What follows belongs to an exercise in optimizing a design on an open flow for small area; a production flow would make more cautious choices.
The RTL was checked by simulation tests, not by an equivalence proof against the original design.
No activity file was given, so power comes from the tool's default toggle rates.

==> design.v <==
module stm32bl_update (
    input  wire        clk,
    input  wire        rst,           
    input  wire        rx_valid,      
    input  wire [7:0]  rx_data,
    input  wire        idle,          
    input  wire        tick,          
    input  wire        te,            
    input  wire [63:0] app_vec,       
    input  wire [63:0] boot_vec,      
    output reg         fl_erase,      
    output reg         fl_we,         
    output reg  [31:0] fl_addr,
    output reg  [31:0] fl_wdata,
    output reg         rep_valid,     
    output reg  [31:0] rep_pages,
    output reg         nf_valid,      
    output reg         ho_valid,      
    output reg         rb_valid,      
    output reg  [31:0] vec_sp,
    output reg  [31:0] vec_entry,
    output wire [1:0]  mode,          
    output wire        rx_listen,     
    output wire        halted,
    output wire        gone,
    output wire [1:0]  fault          
);
    localparam [7:0]  START_SENTINEL  = 8'h5A;
    localparam [7:0]  ACTIVATION_BYTE = 8'hA5;
    localparam [7:0]  CMD_RUN_APP     = 8'h01;
    localparam [7:0]  CMD_ENTER_PROG  = 8'h02;
    localparam [7:0]  CMD_REBOOT      = 8'h03;
    localparam [31:0] APP_BASE        = 32'h0000_4000;
    localparam [31:0] APP_LIMIT       = 32'h0000_8000;
    localparam [31:0] SP_SENTINEL     = 32'h2000_2000;
    localparam [7:0]  TIMEOUT_TICKS   = 8'd5;
    localparam [31:0] HALF_BYTES      = 32'd128;
    localparam [31:0] PAGE_BYTES      = 32'd256;
    localparam [4:0] A_POLL     = 5'd0,
                     C_ENTER    = 5'd1,
                     C_RECV     = 5'd2,
                     C_DISPATCH = 5'd3,
                     R_TEARDOWN = 5'd4,
                     R_JUMP     = 5'd5,
                     G_CLEAR    = 5'd6,
                     G_ARM      = 5'd7,
                     B_TEARDOWN = 5'd8,
                     B_JUMP     = 5'd9,
                     P_CHECK    = 5'd10,
                     P_ERASE    = 5'd11,
                     P_WRITE    = 5'd12,
                     P_ADVANCE  = 5'd13,
                     P_CLEAR    = 5'd14,
                     E_STOP     = 5'd15,
                     E_REPORT   = 5'd16,
                     E_REWIND   = 5'd17,
                     E_CLEAR    = 5'd18,
                     E_FALLBACK = 5'd19,
                     S_GONE     = 5'd20,
                     S_FAULTED  = 5'd21;
    localparam [1:0] M_AWAIT = 2'd0, M_CMD = 2'd1, M_PROG = 2'd2;
    localparam [1:0] CS_NONE = 2'd0, CS_FIRST = 2'd1, CS_SECOND = 2'd2;
    localparam [1:0] FR_IDLE = 2'd0, FR_ONCE = 2'd1, FR_ACTIVE = 2'd2;
    localparam [1:0] SUP_ARMED = 2'd0, SUP_EXPIRED = 2'd1, SUP_DISARMED = 2'd2;
    localparam [1:0] F_NONE = 2'd0, F_CONTRACT = 2'd1, F_RANGE = 2'd2, F_RXOVF = 2'd3;
    reg [7:0]  buf_mem [0:255];       
    reg [1:0]  r_mode;
    reg [4:0]  r_seq;
    reg        r_latch;               
    reg [4:0]  r_burst;               
    reg [8:0]  r_rxlen;
    reg [1:0]  r_frame;
    reg [1:0]  r_idlecnt;
    reg        r_msgdone;
    reg [1:0]  r_capstat;
    reg [8:0]  r_dma_idx;
    reg        r_rx_en, r_rx_dma, r_idle_ie, r_idle_if;
    reg        r_dma_en, r_htif, r_tcif, r_teif, r_tif;
    reg [31:0] r_cur_addr;
    reg [31:0] r_cur_pages;
    reg [1:0]  r_sup;
    reg [7:0]  r_remain;
    reg        r_halted;
    reg [1:0]  r_fault;
    reg [1:0]  n_mode;
    reg [4:0]  n_seq;
    reg        n_latch;
    reg [4:0]  n_burst;
    reg [8:0]  n_rxlen;
    reg [1:0]  n_frame;
    reg [1:0]  n_idlecnt;
    reg        n_msgdone;
    reg [1:0]  n_capstat;
    reg [8:0]  n_dma_idx;
    reg        n_rx_en, n_rx_dma, n_idle_ie, n_idle_if;
    reg        n_dma_en, n_htif, n_tcif, n_teif, n_tif;
    reg [31:0] n_cur_addr;
    reg [31:0] n_cur_pages;
    reg [1:0]  n_sup;
    reg [7:0]  n_remain;
    reg        n_halted;
    reg [1:0]  n_fault;
    reg        buf_clear;             
    reg        buf_we;                
    reg [7:0]  buf_widx;
    reg [7:0]  buf_wdata;
    reg        o_erase, o_we;
    reg [31:0] o_addr, o_wdata;
    reg        o_rep, o_nf, o_ho, o_rb;
    reg [31:0] o_rep_pages, o_sp, o_entry;
    reg        warm;                  
    reg        live;
    reg        in_burst;
    reg [7:0]  rd_base;
    reg [31:0] rd_word;
    reg [32:0] end_addr;
    always @* begin
        rd_base = {r_latch, r_burst, 2'b00};
        rd_word = {buf_mem[rd_base + 8'd3], buf_mem[rd_base + 8'd2],
                   buf_mem[rd_base + 8'd1], buf_mem[rd_base]};
    end
    always @* begin
        n_mode      = r_mode;
        n_seq       = r_seq;
        n_latch     = r_latch;
        n_burst     = r_burst;
        n_rxlen     = r_rxlen;
        n_frame     = r_frame;
        n_idlecnt   = r_idlecnt;
        n_msgdone   = r_msgdone;
        n_capstat   = r_capstat;
        n_dma_idx   = r_dma_idx;
        n_rx_en     = r_rx_en;
        n_rx_dma    = r_rx_dma;
        n_idle_ie   = r_idle_ie;
        n_idle_if   = r_idle_if;
        n_dma_en    = r_dma_en;
        n_htif      = r_htif;
        n_tcif      = r_tcif;
        n_teif      = r_teif;
        n_tif       = r_tif;
        n_cur_addr  = r_cur_addr;
        n_cur_pages = r_cur_pages;
        n_sup       = r_sup;
        n_remain    = r_remain;
        n_halted    = r_halted;
        n_fault     = r_fault;
        buf_clear   = 1'b0;
        buf_we      = 1'b0;
        buf_widx    = 8'd0;
        buf_wdata   = 8'd0;
        o_erase     = 1'b0;
        o_we        = 1'b0;
        o_addr      = 32'd0;
        o_wdata     = 32'd0;
        o_rep       = 1'b0;
        o_nf        = 1'b0;
        o_ho        = 1'b0;
        o_rb        = 1'b0;
        o_rep_pages = 32'd0;
        o_sp        = 32'd0;
        o_entry     = 32'd0;
        warm        = 1'b0;
        end_addr    = 33'd0;
        live     = !r_halted && r_seq != S_GONE && r_seq != S_FAULTED;
        in_burst = r_seq == P_WRITE && r_burst != 5'd0;
        if (!live) begin
        end else if (in_burst) begin
            o_we    = 1'b1;
            o_addr  = r_cur_addr + {25'd0, r_burst, 2'b00};
            o_wdata = rd_word;
            if (r_burst == 5'd31) begin
                n_burst = 5'd0;
                n_seq   = P_ADVANCE;
            end else begin
                n_burst = r_burst + 5'd1;
            end
        end else if (r_teif && r_dma_en) begin
            n_halted = 1'b1;
        end else if (r_tcif && r_dma_en) begin
            n_tcif    = 1'b0;
            n_capstat = CS_SECOND;
            n_dma_idx = 9'd0;
            n_rx_en   = 1'b1;
        end else if (r_htif && r_dma_en) begin
            n_htif    = 1'b0;
            n_capstat = CS_FIRST;
        end else if (r_idle_if && r_idle_ie) begin
            n_idle_if = 1'b0;
            n_idlecnt = r_idlecnt + 2'd1;
            if (r_idlecnt + 2'd1 == 2'd2) begin
                n_msgdone = 1'b1;
                n_idle_ie = 1'b0;
            end
        end else if (r_tif && r_sup == SUP_ARMED) begin
            n_tif    = 1'b0;
            n_remain = r_remain - 8'd1;
            if (r_remain == 8'd1) begin
                n_sup = SUP_EXPIRED;
                n_tif = 1'b0;
                if (app_vec[31:0] == SP_SENTINEL) begin
                    o_ho    = 1'b1;
                    o_sp    = app_vec[31:0];
                    o_entry = app_vec[63:32];
                    n_seq   = S_GONE;
                end else begin
                    o_nf = 1'b1;
                end
            end
        end else begin
            case (r_seq)
                A_POLL: begin
                end
                C_ENTER: begin
                    n_frame   = FR_IDLE;
                    n_idlecnt = 2'd0;
                    n_msgdone = 1'b0;
                    n_rxlen   = 9'd0;
                    n_idle_if = 1'b0;
                    n_idle_ie = 1'b1;
                    n_seq     = C_RECV;
                end
                C_RECV: begin
                    if (r_msgdone)
                        n_seq = C_DISPATCH;
                end
                C_DISPATCH: begin
                    if (r_rxlen == 9'd0)
                        n_seq = C_ENTER;
                    else if (buf_mem[0] == CMD_RUN_APP)
                        n_seq = R_TEARDOWN;
                    else if (buf_mem[0] == CMD_ENTER_PROG)
                        n_seq = G_CLEAR;
                    else if (buf_mem[0] == CMD_REBOOT)
                        n_seq = B_TEARDOWN;
                    else
                        n_seq = C_ENTER;
                end
                R_TEARDOWN: begin
                    n_dma_en  = 1'b0;
                    n_htif    = 1'b0;
                    n_tcif    = 1'b0;
                    n_teif    = 1'b0;
                    n_rx_dma  = 1'b0;
                    n_idle_ie = 1'b0;
                    n_idle_if = 1'b0;
                    n_rx_en   = 1'b0;
                    if (r_sup == SUP_ARMED) begin
                        n_sup = SUP_DISARMED;
                        n_tif = 1'b0;
                    end
                    n_seq = R_JUMP;
                end
                R_JUMP: begin
                    if (app_vec[31:0] == SP_SENTINEL) begin
                        o_ho    = 1'b1;
                        o_sp    = app_vec[31:0];
                        o_entry = app_vec[63:32];
                        n_seq   = S_GONE;
                    end else begin
                        o_nf  = 1'b1;
                        n_seq = C_ENTER;
                    end
                end
                G_CLEAR: begin
                    buf_clear = 1'b1;
                    n_seq     = G_ARM;
                end
                G_ARM: begin
                    if (r_sup == SUP_ARMED) begin
                        n_sup = SUP_DISARMED;
                        n_tif = 1'b0;
                    end
                    n_cur_addr  = APP_BASE;
                    n_cur_pages = 32'd0;
                    n_idlecnt   = 2'd0;
                    n_msgdone   = 1'b0;
                    n_idle_if   = 1'b0;
                    n_htif      = 1'b0;
                    n_tcif      = 1'b0;
                    n_teif      = 1'b0;
                    n_capstat   = CS_NONE;
                    n_dma_idx   = 9'd0;
                    n_rx_dma    = 1'b1;
                    n_dma_en    = 1'b1;
                    n_idle_ie   = 1'b1;
                    n_mode      = M_PROG;
                    n_seq       = P_CHECK;
                end
                B_TEARDOWN: begin
                    n_dma_en  = 1'b0;
                    n_htif    = 1'b0;
                    n_tcif    = 1'b0;
                    n_teif    = 1'b0;
                    n_rx_dma  = 1'b0;
                    n_idle_ie = 1'b0;
                    n_idle_if = 1'b0;
                    n_rx_en   = 1'b0;
                    if (r_sup == SUP_ARMED) begin
                        n_sup = SUP_DISARMED;
                        n_tif = 1'b0;
                    end
                    n_seq = B_JUMP;
                end
                B_JUMP: begin
                    o_rb    = 1'b1;
                    o_sp    = boot_vec[31:0];
                    o_entry = boot_vec[63:32];
                    warm    = 1'b1;
                end
                P_CHECK: begin
                    if (r_msgdone) begin
                        n_seq = E_STOP;
                    end else if (r_capstat == CS_FIRST) begin
                        n_latch = 1'b0;
                        n_seq   = P_ERASE;
                    end else if (r_capstat == CS_SECOND) begin
                        n_latch = 1'b1;
                        n_seq   = P_WRITE;
                    end
                end
                P_ERASE: begin
                    end_addr = {1'b0, r_cur_addr} + {1'b0, PAGE_BYTES};
                    if (r_cur_addr[7:0] != 8'd0) begin
                        n_fault = F_CONTRACT;
                        n_seq   = S_FAULTED;
                    end else if (r_cur_addr < APP_BASE || end_addr > {1'b0, APP_LIMIT}) begin
                        n_fault = F_RANGE;
                        n_seq   = S_FAULTED;
                    end else begin
                        o_erase = 1'b1;
                        o_addr  = r_cur_addr;
                        n_seq   = P_WRITE;
                    end
                end
                P_WRITE: begin
                    end_addr = {1'b0, r_cur_addr} + {1'b0, HALF_BYTES};
                    if (r_cur_addr[7:0] != (r_latch ? 8'd128 : 8'd0)) begin
                        n_fault = F_CONTRACT;
                        n_seq   = S_FAULTED;
                    end else if (r_cur_addr < APP_BASE || end_addr > {1'b0, APP_LIMIT}) begin
                        n_fault = F_RANGE;
                        n_seq   = S_FAULTED;
                    end else begin
                        o_we    = 1'b1;
                        o_addr  = r_cur_addr;
                        o_wdata = rd_word;
                        n_burst = 5'd1;
                    end
                end
                P_ADVANCE: begin
                    n_cur_addr = r_cur_addr + HALF_BYTES;
                    if (r_latch)
                        n_cur_pages = r_cur_pages + 32'd1;
                    n_seq = P_CLEAR;
                end
                P_CLEAR: begin
                    n_capstat = CS_NONE;
                    n_seq     = P_CHECK;
                end
                E_STOP: begin
                    n_dma_en  = 1'b0;
                    n_htif    = 1'b0;
                    n_tcif    = 1'b0;
                    n_teif    = 1'b0;
                    n_rx_dma  = 1'b0;
                    n_idle_ie = 1'b0;
                    n_idle_if = 1'b0;
                    n_seq     = E_REPORT;
                end
                E_REPORT: begin
                    o_rep       = 1'b1;
                    o_rep_pages = r_cur_pages;
                    n_cur_pages = 32'd0;
                    n_seq       = E_REWIND;
                end
                E_REWIND: begin
                    n_cur_addr = APP_BASE;
                    n_seq      = E_CLEAR;
                end
                E_CLEAR: begin
                    buf_clear = 1'b1;
                    n_capstat = CS_NONE;
                    n_msgdone = 1'b0;
                    n_idlecnt = 2'd0;
                    n_dma_idx = 9'd0;
                    n_seq     = E_FALLBACK;
                end
                E_FALLBACK: begin
                    n_mode = M_CMD;
                    n_seq  = C_ENTER;
                end
                default: begin
                end
            endcase
        end
        if (warm) begin
            n_mode      = M_AWAIT;
            n_seq       = A_POLL;
            n_burst     = 5'd0;
            n_rxlen     = 9'd0;
            n_frame     = FR_IDLE;
            n_idlecnt   = 2'd0;
            n_msgdone   = 1'b0;
            n_capstat   = CS_NONE;
            n_dma_idx   = 9'd0;
            n_rx_en     = 1'b1;
            n_rx_dma    = 1'b0;
            n_idle_ie   = 1'b0;
            n_idle_if   = 1'b0;
            n_dma_en    = 1'b0;
            n_htif      = 1'b0;
            n_tcif      = 1'b0;
            n_teif      = 1'b0;
            n_tif       = 1'b0;
            n_cur_addr  = APP_BASE;
            n_cur_pages = 32'd0;
            n_sup       = SUP_ARMED;
            n_remain    = TIMEOUT_TICKS;
            n_halted    = 1'b0;
            n_fault     = F_NONE;
        end
        live = !n_halted && n_seq != S_GONE && n_seq != S_FAULTED;
        if (te && live && n_dma_en)
            n_teif = 1'b1;
        if (rx_valid && live && n_rx_en) begin
            n_idlecnt = 2'd0;
            if (n_rx_dma) begin
                if (n_dma_en && n_dma_idx != 9'd256) begin
                    buf_we    = 1'b1;
                    buf_widx  = n_dma_idx[7:0];
                    buf_wdata = rx_data;
                    n_dma_idx = n_dma_idx + 9'd1;
                    if (n_dma_idx == 9'd128) n_htif = 1'b1;
                    if (n_dma_idx == 9'd256) n_tcif = 1'b1;
                end
            end else if (n_seq == A_POLL) begin
                if (rx_data == ACTIVATION_BYTE) begin
                    if (n_sup == SUP_ARMED) begin
                        n_sup = SUP_DISARMED;
                        n_tif = 1'b0;
                    end
                    n_mode = M_CMD;
                    n_seq  = C_ENTER;
                end
            end else if (n_seq == C_RECV && !n_msgdone) begin
                case (n_frame)
                    FR_IDLE:
                        if (rx_data == START_SENTINEL) n_frame = FR_ONCE;
                    FR_ONCE:
                        n_frame = (rx_data == START_SENTINEL) ? FR_ACTIVE : FR_IDLE;
                    default: begin
                        if (n_rxlen == 9'd256) begin
                            n_fault = F_RXOVF;
                            n_seq   = S_FAULTED;
                        end else begin
                            buf_we    = 1'b1;
                            buf_widx  = n_rxlen[7:0];
                            buf_wdata = rx_data;
                            n_rxlen   = n_rxlen + 9'd1;
                        end
                    end
                endcase
            end
        end
        live = !n_halted && n_seq != S_GONE && n_seq != S_FAULTED;
        if (idle && live && n_rx_en && n_idle_ie)
            n_idle_if = 1'b1;
        if (tick && live && n_sup == SUP_ARMED)
            n_tif = 1'b1;
    end
    always @(posedge clk) begin
        if (rst) begin
            r_mode      <= M_AWAIT;
            r_seq       <= A_POLL;
            r_burst     <= 5'd0;
            r_rxlen     <= 9'd0;
            r_frame     <= FR_IDLE;
            r_idlecnt   <= 2'd0;
            r_msgdone   <= 1'b0;
            r_capstat   <= CS_NONE;
            r_dma_idx   <= 9'd0;
            r_rx_en     <= 1'b1;
            r_rx_dma    <= 1'b0;
            r_idle_ie   <= 1'b0;
            r_idle_if   <= 1'b0;
            r_dma_en    <= 1'b0;
            r_htif      <= 1'b0;
            r_tcif      <= 1'b0;
            r_teif      <= 1'b0;
            r_tif       <= 1'b0;
            r_cur_addr  <= APP_BASE;
            r_cur_pages <= 32'd0;
            r_sup       <= SUP_ARMED;
            r_remain    <= TIMEOUT_TICKS;
            r_halted    <= 1'b0;
            r_fault     <= F_NONE;
            fl_erase    <= 1'b0;
            fl_we       <= 1'b0;
            rep_valid   <= 1'b0;
            nf_valid    <= 1'b0;
            ho_valid    <= 1'b0;
            rb_valid    <= 1'b0;
        end else begin
            r_mode      <= n_mode;
            r_seq       <= n_seq;
            r_burst     <= n_burst;
            r_rxlen     <= n_rxlen;
            r_frame     <= n_frame;
            r_idlecnt   <= n_idlecnt;
            r_msgdone   <= n_msgdone;
            r_capstat   <= n_capstat;
            r_dma_idx   <= n_dma_idx;
            r_rx_en     <= n_rx_en;
            r_rx_dma    <= n_rx_dma;
            r_idle_ie   <= n_idle_ie;
            r_idle_if   <= n_idle_if;
            r_dma_en    <= n_dma_en;
            r_htif      <= n_htif;
            r_tcif      <= n_tcif;
            r_teif      <= n_teif;
            r_tif       <= n_tif;
            r_cur_addr  <= n_cur_addr;
            r_cur_pages <= n_cur_pages;
            r_sup       <= n_sup;
            r_remain    <= n_remain;
            r_halted    <= n_halted;
            r_fault     <= n_fault;
            fl_erase    <= o_erase;
            fl_we       <= o_we;
            rep_valid   <= o_rep;
            nf_valid    <= o_nf;
            ho_valid    <= o_ho;
            rb_valid    <= o_rb;
        end
    end
    always @(posedge clk) begin
        r_latch <= n_latch;
        if (o_erase || o_we)
            fl_addr <= o_addr;
        if (o_we)
            fl_wdata <= o_wdata;
        if (o_rep)
            rep_pages <= o_rep_pages;
        if (o_ho || o_rb) begin
            vec_sp    <= o_sp;
            vec_entry <= o_entry;
        end
    end
    integer k;
    always @(posedge clk) begin
        if (!rst) begin
            if (buf_clear)
                for (k = 0; k < 256; k = k + 1)
                    buf_mem[k] <= 8'h00;
            if (buf_we)
                buf_mem[buf_widx] <= buf_wdata;
        end
    end
    assign mode      = r_mode;
    assign rx_listen = r_seq == C_RECV && !r_msgdone;
    assign halted    = r_halted;
    assign gone      = r_seq == S_GONE;
    assign fault     = r_fault;
endmodule
==> run.sh <==
#!/bin/bash
# synth_recipe.tcl (not shown) runs the flow's synth.tcl, then flattens the netlist and writes it again
# the make line also repeats each setting of config.mk as NAME=value (left out here)
make -C /OpenROAD-flow-scripts/flow DESIGN_CONFIG=/design/flow/config.mk WORK_HOME=/design/flow/orfs CLKGATE_MAP_FILE= SYNTH_SCRIPT=/design/flow/synth_recipe.tcl finish
==> config.mk <==
export PLATFORM = sky130hd
export DESIGN_NAME = stm32bl_update
export DESIGN_NICKNAME = stm32bl_update
export VERILOG_FILES = /design/flow/design.v
export SDC_FILE = /design/flow/constraint.sdc
export NUM_CORES = 4
export LEC_CHECK = 0
export CAP_MARGIN = 20
export CORE_MARGIN = 2
export CORE_UTILIZATION = 40
export SLEW_MARGIN = 20
==> constraint.sdc <==
create_clock -name core_clock -period 10.0 [get_ports {clk}]
set_input_delay 2.0000 -clock core_clock [delete_from_list [all_inputs] [get_ports {clk}]]
set_output_delay 2.0000 -clock core_clock [all_outputs]
set_load 0.01 [all_outputs]
==> flow_summary.json <==
{
  "outcome": "complete, no violations",
  "setup_tns_ns": 0,
  "drt-total-wl_um": 336000,
  "cp-end-kind": "flip-flop",
  "stdcell_count": 11300,
  "initial_core_util_pct": 40.2,
  "die_w_um": 526,
  "min_path_type": "flip-flop to flip-flop",
  "finalHoldViolCount": 0,
  "via_count": 72000,
  "port_buffers": 314,
  "synth-warning-count": 1,
  "nets": 7713,
  "layout-drive-gt1-share_pct": 21.3,
  "htree_levels": 4,
  "ir_drop_v": 0.000185,
  "antenna_found_initial": 11,
  "place_congestion": 0.946,
  "async_flop_share_pct": 0,
  "place_ws_ns": 1.36,
  "skew_ns": 0.0739,
  "critPathArrivalTime_ns": 8.86,
  "ys_top_cells_by_area": "edfxtp_1, mux4_2, nor3_1, nor4_1, clkbuf_1",
  "syn_area_mm2": 0.109,
  "power_density_mw_per_mm2": 180,
  "finalCritPeriodShare_pct": 83.2,
  "drtAntennaViolNets": 0,
  "setup_ws_ns": 1.68,
  "cts_resized": 0,
  "synth.top_cell.area_share_pct": 60.9,
  "cts_tree": "done",
  "cp-start-kind": "flip-flop",
  "dieArea_mm2": 0.276,
  "fmax_ghz": 0.120,
  "slew_violations": 0,
  "syn-num-nets": 7769,
  "synth_flop_cell": "edfxtp_1",
  "cts_num_sinks": 2330,
  "min_from": "r_frame[0]",
  "core-area_mm2": 0.271,
  "grt_setup_unrepaired": "no",
  "clk_latency_ns": 0.91,
  "drt_iter0_markers": 10200,
  "fp.dieH_um": 526,
  "yosys-top-cells-count": "edfxtp_1, nor3_1, clkbuf_1",
  "crit_start": "r_burst[0]",
  "r2r_start": "r_burst[0]",
  "grt_pass1_wl_um": 492000,
  "setup_viol": 0,
  "num_rows": 191,
  "synth_most_common_cell": "edfxtp_1",
  "grt_use_total_pct": 23.9,
  "firstDrtPassIters": 6,
  "crit_type": "flip-flop to flip-flop",
  "place_hpwl_um": 216000,
  "maxCapViolCount": 0,
  "avgViaCountPerCell": 6.36,
  "grt_pass1_vias": 69700,
  "numPlacedInstances": 10900,
  "tightest_slew_ns": 1.15,
  "cts-hold-fix-buffers": 0,
  "cts_buffer_depth": 3,
  "wire_per_inst_um": 29.7,
  "syn2layout_area_growth_pct": 14.1,
  "grt-ovfl-total": 0,
  "synth.avg_cell_area_um2": 14.3,
  "grt_max_degree": 146,
  "cp.required_ns": 10.54,
  "cts_setup_buffers": 0,
  "cts-root-buf": "clkbuf_16",
  "io_pins": 315,
  "crit_fanout": 45,
  "cts.clk_slew.worst_paths_ns": 0.06,
  "max_slew_margin_pct": 22.9,
  "ys_ff_latch": 2330,
  "yosysSeqAreaShare_pct": 63.2,
  "p_leak_nw": 30.0,
  "synth_cell_type_count": 115,
  "synthCells": 7610,
  "fillers": 23300,
  "drc": 0,
  "cts_made_buffers": 237,
  "synth_edf_count": 2208,
  "yosysTopAreaCell": "edfxtp_1",
  "finalCriticalPeriod_ns": 8.32
}
-- final timing paths --
check,to,slack (ns),depth (start not counted)
worst max-delay path,buf_mem[163][5],1.68,20
worst min-delay path,r_frame[0],0.49,2
worst max register to register,buf_mem[163][5],1.68,20
worst min register to register,r_frame[0],0.49,2
-- power by group --
| group | switching (mW) | internal (mW) | total (mW) |
|---|---|---|---|
| Clock | 3.89 | 4.97 | 8.86 |
| Combinational | 1.22 | 0.779 | 2.00 |
| Sequential | 0.230 | 11.3 | 11.5 |
| Total | 5.34 | 17.0 | 22.4 |
-- layer usage --
metal / vias to the layer above / GRT usage (%) / part of all wire [%]
li1: 30400 / - / -
met1: 36800 / 32.8 / 39
met2: 4207 / 38.3 / 47
met3: 575 / 3.77 / 9.6
met4: 0 / 9.05 / 4.2
met5: - / 0 / 0
-- flip-flops by register name, indices dropped and copies added, names as in the netlist, 2 cells and up --
signal,cells
r_remain,8
vec_sp,32
rep_pages,32
r_dma_idx,9
buf_mem,2048
fl_wdata,32
r_idlecnt,2
r_frame,2
r_burst,5
r_sup,2
r_cur_pages,32
r_cur_addr,25
r_rxlen,9
r_seq,5
vec_entry,32
fl_addr,31
r_mode,2
r_fault,2
r_capstat,2
-- cell families (layout without fill, tap and decap cells) --
kind of cell	after synthesis	after routing	synth area share (%)
XOR/XNOR	62	62	0.499
flip-flops	2330	2330	63.2
AO/OA/AOI/OAI	570	570	3.63
other	1	3	0.00345
multiplexers	679	679	14.0
buffers and inverters	1044	1189	3.85
adder cells (fa/ha/maj)	17	17	0.195
AND/OR/NAND/NOR	2907	2907	14.7
-- layout make-up --
type                    count  area, um2  area share, %
diodes                      2       5.00        0.00403
repair buffers            720       6710           5.40
flip-flops and latches   2330      68800           55.4
clock inverters           151       1530           1.23
multi-input cells        4236      36400           29.3
clock buffers             289       6190           4.98
well taps                3570       4470           3.60
inverters                  29        109         0.0877
-- cells in the final DEF (no fill, tap or decap), types with 45 or more instances in the layout --
cell type,netlist,routed
buf_4,12,356
o21ai_0,180,133
nor2_1,429,425
nor3_1,1287,1285
nand3_1,100,90
o31ai_1,130,92
nor4_2,83,83
mux4_2,672,672
a21oi_1,72,71
nand4_1,45,45
clkbuf_1,683,47
clkdlybuf4s50_1,0,313
nand2_1,148,138
o21ai_1,17,62
nor4_1,501,501
clkinv_2,0,50
clkbuf_16,0,238
and3_1,118,118
edfxtp_1,2208,2208
dfxtp_1,122,117
clkinv_1,1,52
-- per-stage QoR --
| step | total power [mW] | hold WS [ns] | instance area (um2) | utilization [%] |
|---|---|---|---|---|
| finish | 22.4 | 0.487 | 124000 | 45.9 |
| global route | 23.0 | 0.518 | 124000 | 45.9 |
| CTS | 22.4 | 0.490 | 124000 | 45.8 |
| detailed placement | 13.7 | 0.481 | 116000 | 42.9 |
| global placement | 13.6 | 0.469 | 116000 | 42.9 |
| floorplan | 12.8 | 0.449 | 109000 | - |
-- critical path, cell delays in order, from the launching register on --
cell	delay, ns
dfxtp_4	0.96
inv_1	0.25
ha_1	0.29
nor4b_4	0.16
o311ai_4	0.54
nor2_1	0.25
a21oi_1	0.46
nand2_1	0.34
ha_1	0.31
nor4bb_1	0.12
nand3_1	0.11
a21oi_1	0.06
a2111oi_2	0.39
nor3b_1	0.42
and2b_1	0.25
o21ai_4	0.16
buf_4	0.29
o22ai_4	0.58
nand4_4	0.72
buf_4	0.40
o21ai_0	0.83

[static timing again, ports no longer ideal]
How much do the figures lean on ideal ports? The routed layout below was timed once more, with nothing changed but the port constraints. Step 1 (the two cells are an assumption about what drives the block):
set clk [get_ports {clk}]
set_driving_cell -lib_cell sky130_fd_sc_hd__clkbuf_16 $clk
set_driving_cell -lib_cell sky130_fd_sc_hd__buf_2 [delete_from_list [all_inputs] $clk]
Step 2 moves the port delays by t, midway between the first and last clock arrival at a register: inputs arrive t later, outputs are due t later. That takes back most of the time a late clock gives input paths. Three values: no drivers, after step 1, after step 2; two values: the first two.
shift t [ns]: 0.976
setup WS [ns]: 1.680 / 1.680 / 1.215
worst data-port slew with drivers (ns): 0.11
After both steps this run still meets setup and hold. For this run, drivers alone change the setup slack by 0.000 ns; drivers and shift together by -0.465 ns.
